Source: an optimization exercise on an open RTL-to-GDS flow (aim: small area, a short achievable clock period and few clock cycles per item). Production flows keep margins and buffers that such runs may drop. Function was checked by simulation only, so behaviour that the tests miss may differ from the original. Power and IR drop assume default switching activity.

Setup of run A:
==> flow/design.v <==
module apt_frame_parser (
    input  wire        clk,
    input  wire        rst,
    input  wire        in_valid,
    input  wire [7:0]  in_data,
    output wire        in_ready,
    output wire        out_valid,
    input  wire        out_ready,
    output reg  [1:0]  out_kind,
    output wire [1:0]  out_err,
    output reg  [15:0] out_msgid,
    output reg  [6:0]  out_dest,
    output reg  [7:0]  out_source,
    output reg         out_long,
    output reg  [7:0]  out_param1,
    output reg  [7:0]  out_param2,
    output reg  [63:0] out_f0,
    output reg  [31:0] out_f1,
    output reg  [31:0] out_f2,
    output wire [31:0] out_f3,
    output wire [12:0] out_status
);
    reg         oval;        
    reg         inpay;       
    reg         far;         
    reg         kn;          
    reg  [15:0] q;           
    reg         err_enum;    
    reg  [12:0] st;          
    reg  [2:0]  f3h;         
    reg  [7:0]  nx0;
    reg         rdy;
    assign in_ready   = rdy;
    assign out_valid  = oval;
    assign out_err    = {err_enum, !err_enum};
    assign out_status = st;
    assign out_f3     = {16'd0, f3h, st};
    wire        take = in_valid && in_ready;
    wire [7:0]  d    = in_data;
    wire [15:0] len  = {out_param2, out_param1};
    wire        hdr5 = !inpay && q[2:0] == 3'd5;
    wire        last = hdr5 ? (!out_long || len == 16'd0) : (inpay && q == len);
    function h(input integer k);
        h = take && !inpay && q[2:0] == k;
    endfunction
    function p(input integer k);
        p = take && inpay && !far && q[3:0] == k - 5;
    endfunction
    wire        c1  = kn && out_msgid[3:0] == 4'h1;
    wire        c2  = kn && out_msgid[3:0] == 4'h2;
    wire        c3  = kn && out_msgid[3:0] == 4'h3;
    wire        c4  = kn && out_msgid[3:0] == 4'h4;
    wire        c5  = kn && out_msgid[3:0] == 4'h5;
    wire        c6  = kn && out_msgid[3:0] == 4'h6;
    wire        c7  = kn && out_msgid[3:0] == 4'h7;
    wire        c8  = kn && out_msgid[3:0] == 4'h8;
    wire        known = kn;
    wire        kn_d = d == 8'h10 && nx0[7:4] == 4'h0 &&
                       nx0[3:0] != 4'h0 && nx0[3:0] <= 4'h8;
    wire        l4   = len[15:2] == 14'd0;
    wire        l6   = len[15:3] == 13'd0 && len[2:1] != 2'b11;
    wire        l8   = len[15:3] == 13'd0;
    wire        l14  = len[15:4] == 12'd0 && len[3:1] != 3'b111;
    wire        lshort = c2 ? l6 : c4 ? l4 : c8 ? l8 : l14;
    wire        too_short = (c2 | c3 | c4 | c6 | c7 | c8) && (!out_long || lshort);
    wire        bad_enum  = c1 && out_param2 != 8'd1 && out_param2 != 8'd2;
    wire [18:0] adc = {3'd0, d, out_f1[7:0]} + {1'b0, d, out_f1[7:0], 2'b00};
    wire [7:0]  dz = d & {8{inpay}};
    wire        at0 = !inpay && q[2:0] == 3'd0;
    always @(posedge clk) begin
        if (rst)
            rdy <= 1'b1;
        else
            rdy <= (take && last) || !oval || out_ready || (at0 && !take);
    end
    always @(posedge clk) begin
        if (rst) begin
            oval  <= 1'b0;
            inpay <= 1'b0;
            far   <= 1'b0;
            q     <= 16'd0;
        end else begin
            if (out_ready)
                oval <= 1'b0;
            if (take) begin
                if (last) begin
                    oval  <= 1'b1;
                    inpay <= 1'b0;
                    far   <= 1'b0;
                    q     <= 16'd0;
                end else if (hdr5) begin
                    inpay <= 1'b1;
                    q     <= 16'd1;
                end else begin
                    q     <= q + 16'd1;
                    if (inpay && q[3:0] == 4'd14)
                        far <= 1'b1;
                end
            end
        end
    end
    wire c2378 = c2 | c3 | c7 | c8;
    wire c237  = c2 | c3 | c7;
    wire c37   = c3 | c7;
    wire n15   = !(c1 | c5);
    always @(posedge clk) begin
        if (h(0)) nx0 <= d;
        if (h(1)) begin
            out_msgid       <= {d, nx0};
            kn              <= kn_d;
        end
        if (h(2)) out_param1      <= d;
        if (h(3)) out_param2      <= d;
        if (h(4)) begin
            out_long <= d[7];
            out_dest <= d[6:0];
        end
        if (h(5)) begin
            out_source <= d;
            out_kind   <= !known ? 2'd1 : (too_short || bad_enum) ? 2'd2 : 2'd0;
            err_enum   <= !too_short;
        end
        if (h(2))
            out_f0[7:0] <= {d[7:4] & {4{!c5}}, d[3:0]};
        else if (p(6) && n15)
            out_f0[7:0] <= d;
        else if (p(7) && c4)
            out_f0[7:0] <= adc[7:0];
        if (p(7) && c4)
            out_f0[15:8] <= adc[15:8];
        else if (h(2) || (p(7) && n15))
            out_f0[15:8] <= dz;
        if (p(7) && c4)
            out_f0[23:16] <= {5'd0, adc[18:16]};
        else if (h(2) || (p(8) && c6))
            out_f0[23:16] <= dz;
        if (h(2) || (p(9) && c6))  out_f0[31:24] <= dz;
        if (h(2) || (p(10) && c6)) out_f0[39:32] <= dz;
        if (h(2) || (p(11) && c6)) out_f0[47:40] <= dz;
        if (h(2) || (p(12) && c6)) out_f0[55:48] <= dz;
        if (h(2) || (p(13) && c6)) out_f0[63:56] <= dz;
        if (h(3))
            out_f1[7:0] <= {7'd0, d == 8'd1};
        else if (p(9) && c4)
            out_f1[7:0] <= adc[7:0];
        else if ((p(6) && c4) || (p(8) && n15) || (p(14) && c6))
            out_f1[7:0] <= d;
        if (p(9) && c4)
            out_f1[15:8] <= adc[15:8];
        else if (h(3) || (p(9) && c2378) || (p(15) && c6))
            out_f1[15:8] <= dz;
        if (p(9) && c4)
            out_f1[23:16] <= {5'd0, adc[18:16]};
        else if (p(15) && c6)
            out_f1[23:16] <= {8{d[7]}};
        else if (h(3) || (p(10) && c237))
            out_f1[23:16] <= dz;
        if (p(15) && c6)
            out_f1[31:24] <= {8{d[7]}};
        else if (h(3) || (p(11) && c237))
            out_f1[31:24] <= dz;
        if ((p(10) && c8) || (p(12) && c37) || (p(16) && c6))
            out_f2[7:0] <= d;
        if ((p(11) && c8) || (p(13) && c37) || (p(17) && c6))
            out_f2[15:8] <= d;
        if (h(4) || (p(14) && c3) || (p(18) && c6))
            out_f2[23:16] <= dz;
        if (h(4) || (p(15) && c3) || (p(19) && c6))
            out_f2[31:24] <= dz;
        if (p(12) && c8)
            st[7:0] <= d;
        if (p(13) && c8)
            {f3h, st[12:8]} <= d;
        if (p(16) && c37)
            st[5:0] <= {d[7:4], d[1:0]};
        if (p(17) && c37)
            st[10:6] <= {d[6:4], d[2:1]};
        if (p(19) && c37)
            st[12:11] <= {d[7], d[0]};
    end
endmodule
export LEC_CHECK = 0
export ABC_CLOCK_PERIOD_IN_PS = 2000
export CAP_MARGIN = 20
export CORE_MARGIN = 2
export CORE_UTILIZATION = 46
export CTS_CLUSTER_DIAMETER = 80
export CTS_CLUSTER_SIZE = 24
export PLACE_DENSITY = 0.72
export SETUP_SLACK_MARGIN = 2.2
export SLEW_MARGIN = 20
create_clock -name core_clock -period 4.5 [get_ports {clk}]
standard.sh (not shown) runs the stock make flow with config.mk's settings and CLKGATE_MAP_FILE= SYNTH_SCRIPT=/design/flow/synth_recipe.tcl, a recipe that flattens the netlist after the stock synthesis.
==> flow/flow/run.sh <==
#!/bin/bash
# The standard layout (the standard.sh) with two changes: port buffers of
# sky130_fd_sc_hd__buf_1, and no full/half-adder cell extraction in synthesis
# (ADDER_MAP_FILE empty), so abc maps the adders for speed.
set -uo pipefail
bash standard.sh "BUFFER_PORTS_ARGS=-buffer_cell sky130_fd_sc_hd__buf_1" "ADDER_MAP_FILE=" finish > standard.log 2>&1
Testbench counts of run A, summed over its fixed seeds: cycles 48,895, items 3,200.
> inputs changed (run A -> run B)
Settings: a change of SETUP_SLACK_MARGIN from 2.2 to 2.5; a deleted ABC_CLOCK_PERIOD_IN_PS that had been 2000; an added ABC_AREA of 1; a change of CORE_UTILIZATION from 46 to 40.
[summary]
Delta (run B minus run A): area taken by flip-flops and latches shows no meaningful change, share of power burned in combinational logic went up by 1.8 points, total chip power picked up an extra 3.7%.
The run with more routed wire is run B, not run A.
Comparing run B and run A, the lower clock buffer count was measured on run B.
Re post-route clock period utilization: run B and run A aren't equal, and the lower value belongs to run B.
Fmax | run B vs run A | run B faster
[compare] base=run A new=run B: share of layout cells above drive strength 1 has increased, global-route track usage on met2 lower, wire length of the first global-routing pass now sits higher.
Edits applied to the flow inputs when going from run B to run C:
Settings: removing ABC_AREA (formerly 1); changing SETUP_SLACK_MARGIN from 2.5 to 2.2; setting ABC_CLOCK_PERIOD_IN_PS to 3000 for the first time; changing PLACE_DENSITY from 0.72 to 0.6.
==> flow/flow/run.sh <==
#!/bin/bash
# The standard layout (the standard.sh) with two changes: port buffers of
# sky130_fd_sc_hd__buf_2, and no full/half-adder cell extraction in synthesis
# (ADDER_MAP_FILE empty), so abc maps the adders for speed.
set -uo pipefail
bash standard.sh "BUFFER_PORTS_ARGS=-buffer_cell sky130_fd_sc_hd__buf_2" "ADDER_MAP_FILE=" finish > standard.log 2>&1
## What came out
Non-clock buffer count, run B and run C, higher one = run B.
As of run C, unique cell type count in the Yosys netlist had risen by more than 100% compared to run B.
Between run B and run C, the global-route usage is higher for run B.
Clock network power share: run B vs run C — no meaningful difference
When the final numbers for run B and run C were put side by side, the maximum frequency turned out to be greater in run B.

[what the ideal ports hide]
No port has a modelled driver above. Below, the same layouts with a new extraction and two added sets of constraints. Step 1, drivers: a clkbuf_16 drives clk and a buf_2 each remaining input, both assumed. Step 2 moves the port delays by t, midway between the first and last clock arrival at a register: inputs arrive t later, outputs are due t later. That takes back most of the time a late clock gives input paths. Slacks: ideal ports / drivers / drivers and shift; pairs: ideal ports / drivers.
| run | shift t [ns] | setup slack, ns | worst hold slack (ns) | worst setup path at the end | pins driven straight from the clock port |
|---|---|---|---|---|---|
| run A | 0.524 | 2.211 / 2.174 / 1.680 | 0.455 / 0.455 / 0.455 | input to register | 1 |
| run B | 0.528 | 2.451 / 2.405 / 2.012 | 0.442 / 0.442 / 0.442 | input to register | 1 |
| run C | 0.529 | 2.139 / 2.089 / 1.747 | 0.453 / 0.453 / 0.453 | input to register | 1 |
After both steps every run listed still meets setup and hold. The setup slack of run A, which loses most, moves by -0.037 ns with the drivers and by -0.531 ns with both steps.
